What follows belongs to an exercise in optimizing a design on an open flow for small area, a short achievable clock period and few clock cycles per item; a production flow would make more cautious choices.
Only simulation tests tie the RTL to the original design; equivalence was not proved.
Power is estimated from default activity; no workload was simulated.

--- flow/config.mk ---
export PLATFORM = sky130hd
export DESIGN_NAME = xlate_unit
export DESIGN_NICKNAME = xlate_unit
export VERILOG_FILES = /design/flow/design.v
export SDC_FILE = /design/flow/constraint.sdc
export NUM_CORES = 4
export LEC_CHECK = 0
export CAP_MARGIN = 20
export CORE_MARGIN = 2
export CORE_UTILIZATION = 40
export SLEW_MARGIN = 20
export TNS_END_PERCENT = 0
--- flow/constraint.sdc ---
create_clock -name core_clock -period 10.0 [get_ports {clk}]
set_input_delay 2.0000 -clock core_clock [delete_from_list [all_inputs] [get_ports {clk}]]
set_output_delay 2.0000 -clock core_clock [all_outputs]
set_load 0.01 [all_outputs]
--- flow/design.v ---
module xlate_unit (
    input  wire        clk,
    input  wire        rst,      
    input  wire        start,    
    input  wire [31:0] rate,     
    output reg         ready,
    output reg         done,     
    output reg         err,      
    output wire [31:0] full,
    output wire [31:0] half
);
    localparam [29:0] NM1 = 30'd999999999;    
    localparam [30:0] NM2 = {NM1, 1'b0};
    reg        busy;         
    reg        ini;          
    reg [30:0] d;            
    reg [4:0]  cnt;          
    reg        nb;           
    reg [29:0] fq;           
    reg [29:0] hq;           
    assign full = {2'b00, fq};
    assign half = {3'b000, hq[28:0]};
    reg [4:0]  c0;
    reg        nb0;
    reg [29:0] r0;
    integer i;
    always @* begin
        c0  = 5'd0;
        nb0 = NM1[0];
        r0  = NM1 >> 1;
        for (i = 0; i < 30; i = i + 1)
            if (d[i]) begin
                c0  = 5'd29 - i;
                nb0 = NM1[29 - i];
                r0  = NM1 >> (30 - i);
            end
        if (d[30]) begin
            c0  = 5'd0;
            nb0 = NM1[0];
            r0  = NM1 >> 1;
        end
    end
    wire bad  = rate[31] | (rate[30:0] == 31'd0);
    wire take = ~busy & start;
    wire [30:0] rem_sh = {hq, nb};
    wire [30:0] rem_nx;      
    wire        fits;        
    rstep u_step (.a(rem_sh), .b(d), .y(rem_nx), .fits(fits));
    wire        last   = (cnt == 5'd0);
    wire [28:0] hinc   = fq[28:0] + 29'd1;
    always @(posedge clk) begin
        if (~busy)
            d <= rate[30:0];
        if (ini) begin
            cnt <= c0;
            nb  <= nb0;
        end else begin
            cnt <= cnt - 5'd1;
            nb  <= NM2[cnt];
        end
    end
    always @(posedge clk) begin
        err <= take & bad;
        if (rst) begin
            busy  <= 1'b0;
            ready <= 1'b1;
            ini   <= 1'b0;
            done  <= 1'b0;
            fq    <= 30'd0;
            hq    <= 30'd0;
        end else begin
            done <= take & bad;
            ini  <= take & ~bad;
            if (~busy) begin
                if (start & ~bad) begin
                    busy  <= 1'b1;
                    ready <= 1'b0;
                end
            end else if (ini) begin
                fq <= 30'd0;
                hq <= r0;
            end else if (last) begin
                hq    <= {1'b0, hinc};
                fq    <= fits ? {hinc, 1'b0} : {fq[28:0], 1'b1};
                busy  <= 1'b0;
                ready <= 1'b1;
                done  <= 1'b1;
            end else begin
                hq <= rem_nx[29:0];
                fq <= {fq[28:0], fits};
            end
        end
    end
endmodule
module rstep(input [30:0] a, input [30:0] b, output [30:0] y, output fits);
    wire [30:0] g = a & ~b;
    wire [30:0] p = a | ~b;
    wire gl0 = p[0];
    wire G0 = g[1] | (p[1] & gl0);
    wire G1 = g[3] | (p[3] & g[2]);
    wire P1 = p[3] & p[2];
    wire G2 = g[5] | (p[5] & g[4]);
    wire P2 = p[5] & p[4];
    wire G3 = g[7] | (p[7] & g[6]);
    wire P3 = p[7] & p[6];
    wire G4 = g[9] | (p[9] & g[8]);
    wire P4 = p[9] & p[8];
    wire G5 = g[11] | (p[11] & g[10]);
    wire P5 = p[11] & p[10];
    wire G6 = g[13] | (p[13] & g[12]);
    wire P6 = p[13] & p[12];
    wire G7 = g[15] | (p[15] & g[14]);
    wire P7 = p[15] & p[14];
    wire G8 = g[17] | (p[17] & g[16]);
    wire P8 = p[17] & p[16];
    wire G9 = g[19] | (p[19] & g[18]);
    wire P9 = p[19] & p[18];
    wire G10 = g[21] | (p[21] & g[20]);
    wire P10 = p[21] & p[20];
    wire G11 = g[23] | (p[23] & g[22]);
    wire P11 = p[23] & p[22];
    wire G12 = g[25] | (p[25] & g[24]);
    wire P12 = p[25] & p[24];
    wire G13 = g[27] | (p[27] & g[26]);
    wire P13 = p[27] & p[26];
    wire G14 = g[29] | (p[29] & g[28]);
    wire P14 = p[29] & p[28];
    wire G15 = G1 | (P1 & G0);
    wire G16 = G3 | (P3 & G2);
    wire P16 = P3 & P2;
    wire G17 = G5 | (P5 & G4);
    wire P17 = P5 & P4;
    wire G18 = G7 | (P7 & G6);
    wire P18 = P7 & P6;
    wire G19 = G9 | (P9 & G8);
    wire P19 = P9 & P8;
    wire G20 = G11 | (P11 & G10);
    wire P20 = P11 & P10;
    wire G21 = G13 | (P13 & G12);
    wire P21 = P13 & P12;
    wire G22 = G16 | (P16 & G15);
    wire G23 = G18 | (P18 & G17);
    wire P23 = P18 & P17;
    wire G24 = G20 | (P20 & G19);
    wire P24 = P20 & P19;
    wire G25 = G23 | (P23 & G22);
    wire G26 = G24 | (P24 & G25);
    wire G27 = G17 | (P17 & G22);
    wire G28 = G19 | (P19 & G25);
    wire G29 = G21 | (P21 & G26);
    wire G30 = G2 | (P2 & G15);
    wire G31 = G4 | (P4 & G22);
    wire G32 = G6 | (P6 & G27);
    wire G33 = G8 | (P8 & G25);
    wire G34 = G10 | (P10 & G28);
    wire G35 = G12 | (P12 & G26);
    wire G36 = G14 | (P14 & G29);
    wire G37 = g[2] | (p[2] & G0);
    wire G38 = g[4] | (p[4] & G15);
    wire G39 = g[6] | (p[6] & G30);
    wire G40 = g[8] | (p[8] & G22);
    wire G41 = g[10] | (p[10] & G31);
    wire G42 = g[12] | (p[12] & G27);
    wire G43 = g[14] | (p[14] & G32);
    wire G44 = g[16] | (p[16] & G25);
    wire G45 = g[18] | (p[18] & G33);
    wire G46 = g[20] | (p[20] & G28);
    wire G47 = g[22] | (p[22] & G34);
    wire G48 = g[24] | (p[24] & G26);
    wire G49 = g[26] | (p[26] & G35);
    wire G50 = g[28] | (p[28] & G29);
    wire G51 = g[30] | (p[30] & G36);
    assign fits = G51;
    assign y[0] = a[0] ^ (fits & b[0]);
    assign y[1] = a[1] ^ (fits & ~(b[1] ^ gl0));
    assign y[2] = a[2] ^ (fits & ~(b[2] ^ G0));
    assign y[3] = a[3] ^ (fits & ~(b[3] ^ G37));
    assign y[4] = a[4] ^ (fits & ~(b[4] ^ G15));
    assign y[5] = a[5] ^ (fits & ~(b[5] ^ G38));
    assign y[6] = a[6] ^ (fits & ~(b[6] ^ G30));
    assign y[7] = a[7] ^ (fits & ~(b[7] ^ G39));
    assign y[8] = a[8] ^ (fits & ~(b[8] ^ G22));
    assign y[9] = a[9] ^ (fits & ~(b[9] ^ G40));
    assign y[10] = a[10] ^ (fits & ~(b[10] ^ G31));
    assign y[11] = a[11] ^ (fits & ~(b[11] ^ G41));
    assign y[12] = a[12] ^ (fits & ~(b[12] ^ G27));
    assign y[13] = a[13] ^ (fits & ~(b[13] ^ G42));
    assign y[14] = a[14] ^ (fits & ~(b[14] ^ G32));
    assign y[15] = a[15] ^ (fits & ~(b[15] ^ G43));
    assign y[16] = a[16] ^ (fits & ~(b[16] ^ G25));
    assign y[17] = a[17] ^ (fits & ~(b[17] ^ G44));
    assign y[18] = a[18] ^ (fits & ~(b[18] ^ G33));
    assign y[19] = a[19] ^ (fits & ~(b[19] ^ G45));
    assign y[20] = a[20] ^ (fits & ~(b[20] ^ G28));
    assign y[21] = a[21] ^ (fits & ~(b[21] ^ G46));
    assign y[22] = a[22] ^ (fits & ~(b[22] ^ G34));
    assign y[23] = a[23] ^ (fits & ~(b[23] ^ G47));
    assign y[24] = a[24] ^ (fits & ~(b[24] ^ G26));
    assign y[25] = a[25] ^ (fits & ~(b[25] ^ G48));
    assign y[26] = a[26] ^ (fits & ~(b[26] ^ G35));
    assign y[27] = a[27] ^ (fits & ~(b[27] ^ G49));
    assign y[28] = a[28] ^ (fits & ~(b[28] ^ G29));
    assign y[29] = a[29] ^ (fits & ~(b[29] ^ G50));
    assign y[30] = a[30] ^ (fits & ~(b[30] ^ G36));
endmodule
--- flow/flow/run.sh ---
#!/bin/bash
set -euo pipefail
bash standard.sh \
  SETUP_SLACK_MARGIN=7.0 \
  BUFFER_PORTS_ARGS="-buffer_cell sky130_fd_sc_hd__buf_1" \
  finish > standard.log 2>&1
--- flow/standard.sh ---
#!/bin/bash
# synth_recipe.tcl (not shown) runs the flow's synth.tcl, then flattens the netlist and writes it again
# the make line also repeats each setting of config.mk as NAME=value (left out here)
make -C /OpenROAD-flow-scripts/flow DESIGN_CONFIG=/design/flow/config.mk WORK_HOME=/design/flow/orfs CLKGATE_MAP_FILE= SYNTH_SCRIPT=/design/flow/synth_recipe.tcl "${@:-finish}"
==> results.txt, run 1 <==
P_leak=around 0.0032 uW; Die H=~150 microns; initial antenna violation count=0; global route overflow=0; worst setup path class=reg2reg; vias per cell=slightly below 6; Seq/Total Area, Yosys=~29%; pin count of the biggest net entering global routing=35; Avg WL per Cell=20.12 microns; outcome=no timing/DRC/antenna violations; Synth Flop Type=dfxtp_1; Final Hold Fails=0; clk sinks=about 100; Least-Margin Pin Slew=1.049 ns; CP Launch Point=d[6]; # diodes=0; starting DRC count in detailed routing=around 890; GPL Wtd Cong=~0.97; Logic pwr share=33.5%; routed metal-1 wirelength=11.88 mm; Placeable Area=0.01953 sq mm; Port-buffer cells=96; CTS Buf Count=9; Initial Util=between 40% and 50%; Post-Syn Area=0.007980 sq mm; metal2 WL=roughly 13 mm; clock buffer depth=2; Max Fclk=314.0 MHz; root buf cell=clkbuf_16; antenna-violating nets left=0; global-route wire length before repair=42.90 mm; Pre-antenna DRT Iters=6; Cells after Synth=roughly 1.1k; Crit Reg-Reg Startpoint=d[6]; end of the critical path=hq[15]; most frequent cell after synthesis=nor2_1; Final Instance Area=0.009181 sq mm; post-DP HPWL=around 20 mm; CTS tree=built; Die X=roughly 150 microns; vias in the first global route=7,573; post-layout util=47.02%; Net Switching=a little over 500 uW; asr flop ratio synth=0%; r2r setup slk=between 6 and 7 ns; Placed Area=0.008207 sq mm; power per cell area=151.4 mW/mm^2; Max Slew Vio Count=0; FF-to-FF End=hq[15]; Post-Route WL=between 20 and 30 mm; switching share of power=37.33%; Reg2Reg Depth=13; most frequent cells after synthesis=nor2_1, nand2_1, o21ai_0; wire length on met3=2.242 mm; fraction of layout cells with a size suffix above 1=12.97%; DR top layer=met4; area delta synth->final=15.05%; unrepaired setup endpoints after global routing=true; Slew HR=between 20 and 30%; Pwr Total=~1400 uW; via count=around 8.2k; # DRC=0; Post-synth EDFFs=31; Post-Route Setup TNS=0 ns; Tot GR Track Use=25.83%; Synth area leader=dfxtp_1; top-area cell type share of the netlist area=17.81%; Worst-path clk slew=0.08 ns; P_int=between 800 and 900 uW; Synth Register Bits=between 100 and 150; Final Skew=roughly 0.011 ns; cts hold-fix bufs=0; VDD IR max=roughly 0.09 mV; post-layout minimum cycle time=roughly 3.2 ns; clock latency (worst-skew pair)=between 0.3 and 0.4 ns; Nets=between 1k and 1.5k; H-tree Lvls=3; arrival time at the worst endpoint=between 3 and 4 ns; Flop pwr share=approximately 39%; class of the worst hold path=reg2reg; Worst setup EP type=flip-flop; top post-synthesis cells by area=dfxtp_1, edfxtp_1, xnor2_1; clock share of power=~28%; Setup violations, final=0; Warnings, synthesis=1; row count=between 50 and 60; worst endpoint required time=between 10 and 15 ns; worst-path maximum fanout=11; I/O pins=approximately 100; mean post-synth cell area=between 7 and 8 sq um; Max Cap Viol=0; synth unique cells=85; final worst path period share=31.85%; startpoint class of the critical path=flip-flop; area of the die=~0.021 sq mm
[sequential cells by signal, indices dropped and copies added, names as in the netlist, 5 cells and up]
name and cells:
hq 30, cnt 5, d 31, fq 30
[placed cells by master (no fill, tap or decap), drive strengths merged, types with 36 or more instances in the layout]
master,synthesis,final
inv,42,44
nand2,100,100
dfxtp,71,71
xnor2,61,61
buf,54,151
nor2,119,122
xor2,36,36
a21oi,76,76
o21ai,103,103
nor3,36,36
[metal layers]
metal / GRT usage [%] / vias up
li1: - / 3864
met1: 34.52 / 3852
met2: 40.31 / 445
met3: 3.962 / 85
met4: 13.43 / 0
met5: 0 / -
[worst min path at each step]
stage | startpoint | endpoint | depth (start not counted)
4_1_cts | fq[29] | fq[29] | 2
2_1_floorplan | hq[14] | hq[14] | 1
5_1_grt | fq[29] | fq[29] | 2
3_3_place_gp | fq[29] | fq[29] | 2
3_5_place_dp | fq[29] | fq[29] | 2
6_report | fq[29] | fq[29] | 2
[critical path, cell delays in order (launching register included)]
cell and delay, ns:
edfxtp_1 0.44, nor2b_1 0.10, maj3_2 0.37, a21oi_1 0.20
o21ai_2 0.13, a31oi_2 0.31, o2111a_2 0.32, nor3_4 0.05
buf_4 0.17, nor2_4 0.38, nor2_1 0.14, xnor2_1 0.16
a221oi_1 0.24, nor2_1 0.07
[stage by stage]
stage	cells	hold WS [ns]	worst slack [ns]
floorplan	1055	0.4503	6.963
global placement	1324	0.4389	5.958
detailed placement	1324	0.4469	5.959
CTS	1383	0.4654	6.937
global route	1391	0.4987	6.727
finish	1391	0.4604	6.815
[final cells by class]
class,count,area (sq um)
fillers,1986,10340
multi-input cells,814,5189
flip-flops and latches,102,2361
repair buffers,151,823.3
well taps,265,331.6
clock buffers,11,232.7
inverters,43,161.4
clock inverters,5,82.58
[power by group through the flow]
stage | Sequential [uW] | Combinational (uW) | Clock (uW)
after CTS | 537 | 443 | 394
after global routing | 541 | 504 | 408
after global placement | 566 | 373 | 0
after floorplan | 507 | 331 | 0
after detailed placement | 565 | 376 | 0
final | 537 | 465 | 388
[cell families (layout without fill, tap and decap cells)]
group / Yosys count / count (layout) / synth area share, %
adders and majority gates: 25 / 25 / 3.528
xor gates and xnor gates: 97 / 97 / 10.65
and+or+nand+nor: 390 / 394 / 23.55
AOI/OAI and AO/OA: 291 / 291 / 23.44
other: 1 / 5 / 0.04699
buffers and inverters: 143 / 210 / 8.905
muxes: 2 / 2 / 0.4076
DFF: 102 / 102 / 29.48
[what timing repair did]
item / in CTS / in global routing
pin swaps: 25 / 11
setup endpoints to repair: 97 / 108
resized for setup: 47 / 9
setup buffers: 39 / 8
cloned: 4 / 0
Testbench counts, summed over its fixed seeds: cycles 53,932, items 3,200.
==> inputs of run 2 (changes only) <==
--- a/flow/config.mk
+++ b/flow/config.mk
@@ -9,4 +9,6 @@
 export CORE_MARGIN = 2
 export CORE_UTILIZATION = 40
+export CTS_CLUSTER_DIAMETER = 200
+export CTS_CLUSTER_SIZE = 40
 export SLEW_MARGIN = 20
 export TNS_END_PERCENT = 0
==> results.txt, run 2 <==
Synth Register Bits=a little over 100; fraction of layout cells with a size suffix above 1=between 10% and 20%; Post-Syn Area=~0.0080 sq mm; synth unique cells=between 80 and 90; Pre-antenna DRT Iters=6; Hold Crit Depth=2; Top reg by flops=d; area delta synth->final=15.05%; worst-path maximum fanout=11; top-area cell type share of the netlist area=17.81%; Top delay family on crit path=compound AO/OA/AOI/OAI gates; Cells after Synth=between 1k and 1.5k; crit-path cells=nor2b_1 -> maj3_2 -> a21oi_1 -> o21ai_2 -> a31oi_2 -> o2111a_2 -> nor3_4 -> buf_4 -> nor2_4 -> nor2_1 -> xnor2_1 -> a221oi_1 -> nor2_1; Post-Route Setup TNS=0 ns; starting DRC count in detailed routing=between 800 and 900; switching share of power=between 30% and 40%; Placed Area=0.008207 sq mm; Synth area leader=dfxtp_1; Warnings, synthesis=1; global-route wire length before repair=between 40 and 50 mm; most frequent cells in the layout=nor2_1, nand2_1, o21ai_0, buf_1, a21oi_1; Final Skew=roughly 0.011 ns; Reg2Reg Depth=13; critical path's largest stage delay=0.44 ns; GPL Wtd Cong=0.9705; Initial Util=40.87%; clk sinks=between 100 and 150; r2r setup slk=around 6.8 ns; cts hold-fix bufs=0; FF-to-FF End=hq[15]; CP dominant cell by count=nor2_1; final worst path period share=about a third; post-DP HPWL=roughly 20 mm; Port-buffer cells=96; via count=8,246; Hold Crit Start=fq[29]; Tot GR Track Use=between 20 and 30%; Synth Flop Type=dfxtp_1; power per cell area=approximately 150 mW/mm^2; I/O pins=roughly 100; Least-Margin Pin Slew=~1.0 ns; worst endpoint required time=~10 ns; H-tree Lvls=3; pin count of the biggest net entering global routing=35; Die H=~150 microns; Setup violations, final=0; vias per cell=slightly below 6; Worst Path Buf+Inv=1; startpoint class of the critical path=flip-flop; Post-Route WL=between 20 and 30 mm; # diodes=0; Flop pwr share=between 30% and 40%; Post-synth EDFFs=31; area of the die=between 0.02 and 0.025 sq mm; Regs by FF count=d x31, fq x30, hq x30; Hold Slack=0.4604 ns; post-layout minimum cycle time=3.185 ns; Avg WL per Cell=between 20 and 25 microns; max FFs per register=31; Die X=roughly 150 microns; Seq/Total Area, Yosys=around 29%; row count=just over 50; antenna-violating nets left=0; mean post-synth cell area=roughly 7.6 sq um; outcome=no timing/DRC/antenna violations; initial antenna violation count=0; CTS Buf Count=9; Crit Reg-Reg Startpoint=d[6]; CTS tree=built; most frequent cell after synthesis=nor2_1; clock buffer depth=2; Pwr Total=1390 uW; Placeable Area=~0.020 sq mm; # DRC=0; Filler cells=~2.0k; Final Instance Area=approximately 0.0092 sq mm; clock latency (worst-skew pair)=between 0.3 and 0.4 ns; number of stages on the worst setup path=13; unrepaired setup endpoints after global routing=true; global route overflow=0; Worst setup EP type=flip-flop; Max Slew Vio Count=0; Hold Path Sink=fq[29]; asr flop ratio synth=0%; P_leak=between 0.003 and 0.004 uW; arrival time at the worst endpoint=between 3 and 4 ns; Slew HR=29.82%; Max Cap Viol=0; class of the worst hold path=reg2reg; worst setup path class=reg2reg; most frequent cells after synthesis=nor2_1, nand2_1, o21ai_0; vias in the first global route=roughly 7.6k; clock share of power=27.9%; post-layout util=a little under half; Worst-path clk slew=about 0.080 ns; CP max-delay cell=edfxtp_1; Net Switching=518.9 uW; Max Fclk=~310 MHz; Nets=between 1k and 1.5k; P_int=871.1 uW; top post-synthesis cells by area=dfxtp_1, edfxtp_1, xnor2_1; root buf cell=clkbuf_16; VDD IR max=0.09055 mV; Final Hold Fails=0; Logic pwr share=33.5%; commonest non-fill, non-tap cell in the layout=nor2_1
## run 2: layout make-up
class	count	area [sq um]	area share, %
multi-input cells	814	5189	56.51
flip-flops and latches	102	2361	25.72
repair buffers	151	823.3	8.967
well taps	265	331.6	3.611
clock buffers	11	232.7	2.535
inverters	43	161.4	1.758
clock inverters	5	82.58	0.8994
## run 2: metal layers
metal,routed length [microns],track usage [%]
met1,11880,34.52
met2,12540,40.31
met3,2242,3.962
met4,1323,13.43
met5,0,0
## run 2: worst max path at each step
stage	startpoint	endpoint	slack (ns)
2_1_floorplan	rst	hq[29]	6.96
3_3_place_gp	d[25]	fq[23]	5.96
3_5_place_dp	d[25]	fq[17]	5.96
4_1_cts	d[11]	hq[18]	6.94
5_1_grt	d[0]	hq[18]	6.73
6_report	d[6]	hq[15]	6.82
## run 2: tightest hold or removal path: cells and delay by family, from the launching register on
family	cells	cell delay, ns
flip-flops	1	0.33
AO/OA/AOI/OAI	1	0.06
AND/OR/NAND/NOR	1	0.04
## run 2: cell families (layout without fill, tap and decap cells)
family,count (synthesis),in the layout,synth area share (%)
adder cells (fa/ha/maj),25,25,3.528
AO/OA/AOI/OAI,291,291,23.44
other,1,5,0.04699
XOR/XNOR,97,97,10.65
buffers and inverters,143,210,8.905
multiplexers,2,2,0.4076
flip-flops,102,102,29.48
AND/OR/NAND/NOR,390,394,23.55
## run 2: power groups by stage
stage | clock network [uW] | registers [uW] | logic, uW
3_5_place_dp | 0 | 565 | 376
3_3_place_gp | 0 | 566 | 373
4_1_cts | 394 | 537 | 443
6_report | 388 | 537 | 465
2_1_floorplan | 0 | 507 | 331
5_1_grt | 408 | 541 | 504
## run 2: metrics by stage
stage	cells	setup WS, ns
global placement	1324	5.958
finish	1391	6.815
floorplan	1055	6.963
CTS	1383	6.937
global route	1391	6.727
detailed placement	1324	5.959
## run 2: timing repair
action,4_1_cts,5_1_grt
pin swaps,25,11
buffers inserted,39,8
setup endpoints to repair,97,108
resized for setup,47,9
cloned,4,0
==> inputs of run 3 (changes only) <==
==> flow/flow/run.sh (replaced) <==
#!/bin/bash
set -euo pipefail
bash standard.sh \
  SETUP_SLACK_MARGIN=7.2 \
  BUFFER_PORTS_ARGS="-buffer_cell sky130_fd_sc_hd__buf_1" \
  finish > standard.log 2>&1
--- a/flow/config.mk
+++ b/flow/config.mk
@@ -9,6 +9,4 @@
 export CORE_MARGIN = 2
 export CORE_UTILIZATION = 40
-export CTS_CLUSTER_DIAMETER = 200
-export CTS_CLUSTER_SIZE = 40
 export SLEW_MARGIN = 20
 export TNS_END_PERCENT = 0
==> results.txt, run 3 <==
outcome=no timing/DRC/antenna violations; vias per cell=5.924; most frequent cells in the layout=nor2_1, nand2_1, buf_1; clock buffer depth=2; CTS tree=built; synth unique cells=85; root buf cell=clkbuf_16; starting DRC count in detailed routing=960; compound-gate portion of the synthesized area=23.44%; cts hold-fix bufs=0; vias in the first global route=7,773; Tot GR Track Use=a little over a quarter; top-area cell type share of the netlist area=between 15 and 20%; Seq/Total Area, Yosys=between 20% and 30%; Worst setup EP type=flip-flop; CTS Buf Count=9; area of the die=between 0.02 and 0.025 sq mm; Synth Register Bits=approximately 100; Pre-antenna DRT Iters=5; Placeable Area=approximately 0.02 sq mm; pin count of the biggest net entering global routing=35; Max Slew Vio Count=0; Post-Route Setup TNS=0 ns; global route overflow=0; Post-synth EDFFs=31; final worst path period share=between 30% and 40%; CP dominant cell by count=buf_6; Synth Flop Type=dfxtp_1; via count=between 8k and 9k; power per cell area=about 150 mW/mm^2; Crit Reg-Reg Startpoint=d[14]; worst endpoint required time=roughly 10 ns; Die H=approximately 150 microns; most frequent cell after synthesis=nor2_1; H-tree Lvls=3; post-DP HPWL=19.51 mm; clock latency (worst-skew pair)=approximately 0.37 ns; CP max-delay cell=edfxtp_1; Slew HR=31.70%; crit-path cells=nand2b_4 -> maj3_2 -> a221oi_4 -> buf_6 -> a31oi_4 -> o2111a_2 -> nor3_4 -> buf_6 -> nor2_4 -> buf_12 -> buf_6 -> nor2_4 -> buf_6 -> buf_16 -> a21oi_1 -> o2bb2ai_1 -> nor2b_1; Max Cap Viol=0; GPL Wtd Cong=roughly 0.97; Post-Syn Area=0.007980 sq mm; Post-Route WL=about 28 mm; Worst-path clk slew=approximately 0.08 ns; most frequent cells after synthesis=nor2_1, nand2_1, o21ai_0; Max Fclk=roughly 320 MHz; Cells after Synth=between 1k and 1.5k; CP Launch Point=d[14]; worst-path maximum fanout=8; Warnings, synthesis=1; Hold Crit Start=fq[29]; VDD IR max=slightly above 0.09 mV; P_leak=between 0.003 and 0.004 uW; worst setup path class=reg2reg; fraction of layout cells with a size suffix above 1=15.25%; global-route wire length before repair=approximately 44 mm; critical path's largest stage delay=about 0.44 ns; Top reg by flops=d; Regs by FF count=d x31, fq x30, hq x30; Die X=between 100 and 150 microns; Simple-Gate Fraction of Synth Area=23.55%; post-layout util=between 40% and 50%; Filler cells=between 1.5k and 2k; post-synthesis mux area share=less than 1%; top post-synthesis cells by area=dfxtp_1, edfxtp_1, xnor2_1; Port-buffer cells=96; commonest non-fill, non-tap cell in the layout=nor2_1; Least-Margin Pin Slew=slightly above 1 ns; mean post-synth cell area=about 7.6 sq um; clk sinks=a little over 100; Initial Util=around 40%; max FFs per register=31; Adder-Cell Fraction of Synth Area=~3.5%; post-layout minimum cycle time=between 3 and 4 ns; antenna-violating nets left=0; I/O pins=between 100 and 150; initial antenna violation count=0; Synth area leader=dfxtp_1; Final Hold Fails=0; # DRC=0; Setup violations, final=0; startpoint class of the critical path=flip-flop; class of the worst hold path=reg2reg; arrival time at the worst endpoint=~3.4 ns; asr flop ratio synth=0%; unrepaired setup endpoints after global routing=true; Nets=roughly 1.2k; # diodes=0; main combinational cell family by area after synthesis=simple AND/OR/NAND/NOR gates; xor/xnor share of the synthesized area=about a tenth; area delta synth->final=18.11%; row count=51; Avg WL per Cell=20.17 microns; Final Skew=0.01304 ns
## run 3: timing repair
action | in CTS | in global routing
resized for setup | 83 | 7
cloned | 6 | 0
setup buffers | 57 | 3
endpoints found under the setup margin | 127 | 127
pin swaps | 39 | 3
## run 3: power breakdown
| group | switching (uW) | internal [uW] | leakage, uW |
|---|---|---|---|
| registers | 65.7 | 471 | 0.000903 |
| logic | 288 | 187 | 0.00225 |
| clock network | 168 | 221 | 0.000151 |
## run 3: final cells by class
class / count / area (sq um) / area share [%]
clock buffers: 11 / 232.7 / 2.469
clock inverters: 5 / 82.58 / 0.8761
inverters: 43 / 161.4 / 1.712
multi-input cells: 814 / 5219 / 55.37
flip-flops and latches: 102 / 2370 / 25.14
well taps: 265 / 331.6 / 3.518
repair buffers: 166 / 1028 / 10.91
## run 3: final timing paths
| path | endpoint | slack, ns | depth (start not counted) |
|---|---|---|---|
| min reg2reg | fq[29] | 0.45 | 2 |
| max | fq[18] | 6.88 | 17 |
| min | fq[29] | 0.45 | 2 |
| max reg2reg | fq[18] | 6.88 | 17 |
## run 3: cells by family (layout without fill, tap and decap cells)
group,after synthesis,count (layout)
flip-flops,102,102
buffers and inverters,143,225
adder cells (fa/ha/maj),25,25
multiplexers,2,2
AO/OA/AOI/OAI,291,291
other,1,5
XOR/XNOR,97,97
AND/OR/NAND/NOR,390,394
## run 3: per-stage QoR
step	cells	hold WS, ns	instance area (sq um)	worst slack, ns	power (uW)
after global routing	1406	0.4815	9425	6.762	1464
after detailed placement	1324	0.4469	8207	5.959	940.5
after global placement	1324	0.4389	8207	5.958	939.1
final	1406	0.4505	9425	6.880	1401
after CTS	1403	0.4534	9370	6.955	1388
after floorplan	1055	0.4503	7995	6.963	837.8
## run 3: metal layers
metal / vias to the layer above / wire (microns) / global-route usage, %
met5: - / 0 / 0
met4: 0 / 1495 / 13.97
met3: 97 / 2370 / 3.459
met2: 466 / 12530 / 41.26
met1: 3875 / 11960 / 35.48
li1: 3891 / - / -
## run 3: critical path, delay by kind of cell, from the launching register on
| kind | cells | cell delay (ns) |
|---|---|---|
| buffers and inverters | 6 | 0.81 |
| AOI/OAI and AO/OA | 5 | 0.80 |
| adders and majority gates | 1 | 0.33 |
| DFF | 1 | 0.44 |
| and+or+nand+nor | 5 | 0.68 |

-- separate check: timing with driven ports --
Ports are ideal in the flow. The routed layouts listed here were re-timed in OpenROAD. Step 1 assumes that a clkbuf_16 drives the clock port and a buf_2 every other input. Step 2 also shifts input and output timing later by t, the mid clock arrival at the registers, as if the neighbouring blocks saw the same clock. Slacks: no drivers / after step 1 / after step 2; pairs: no drivers / after step 1.
| run | t, ns | setup slack, ns | worst setup path at the end | clock arrival spread, ns | worst register clock-pin slew, ns |
|---|---|---|---|---|---|
| run 1 | 0.408 | 6.815 / 6.815 / 6.581 | input to register | 0.011 / 0.011 | 0.08 / 0.08 |
| run 2 | 0.408 | 6.815 / 6.815 / 6.581 | input to register | 0.011 / 0.011 | 0.08 / 0.08 |
| run 3 | 0.408 | 6.880 / 6.880 / 6.570 | input to register | 0.013 / 0.013 | 0.08 / 0.08 |
After both steps every run listed still meets setup and hold. The setup slack of run 3, which loses most, moves by 0.000 ns with the drivers and by -0.310 ns with both steps.
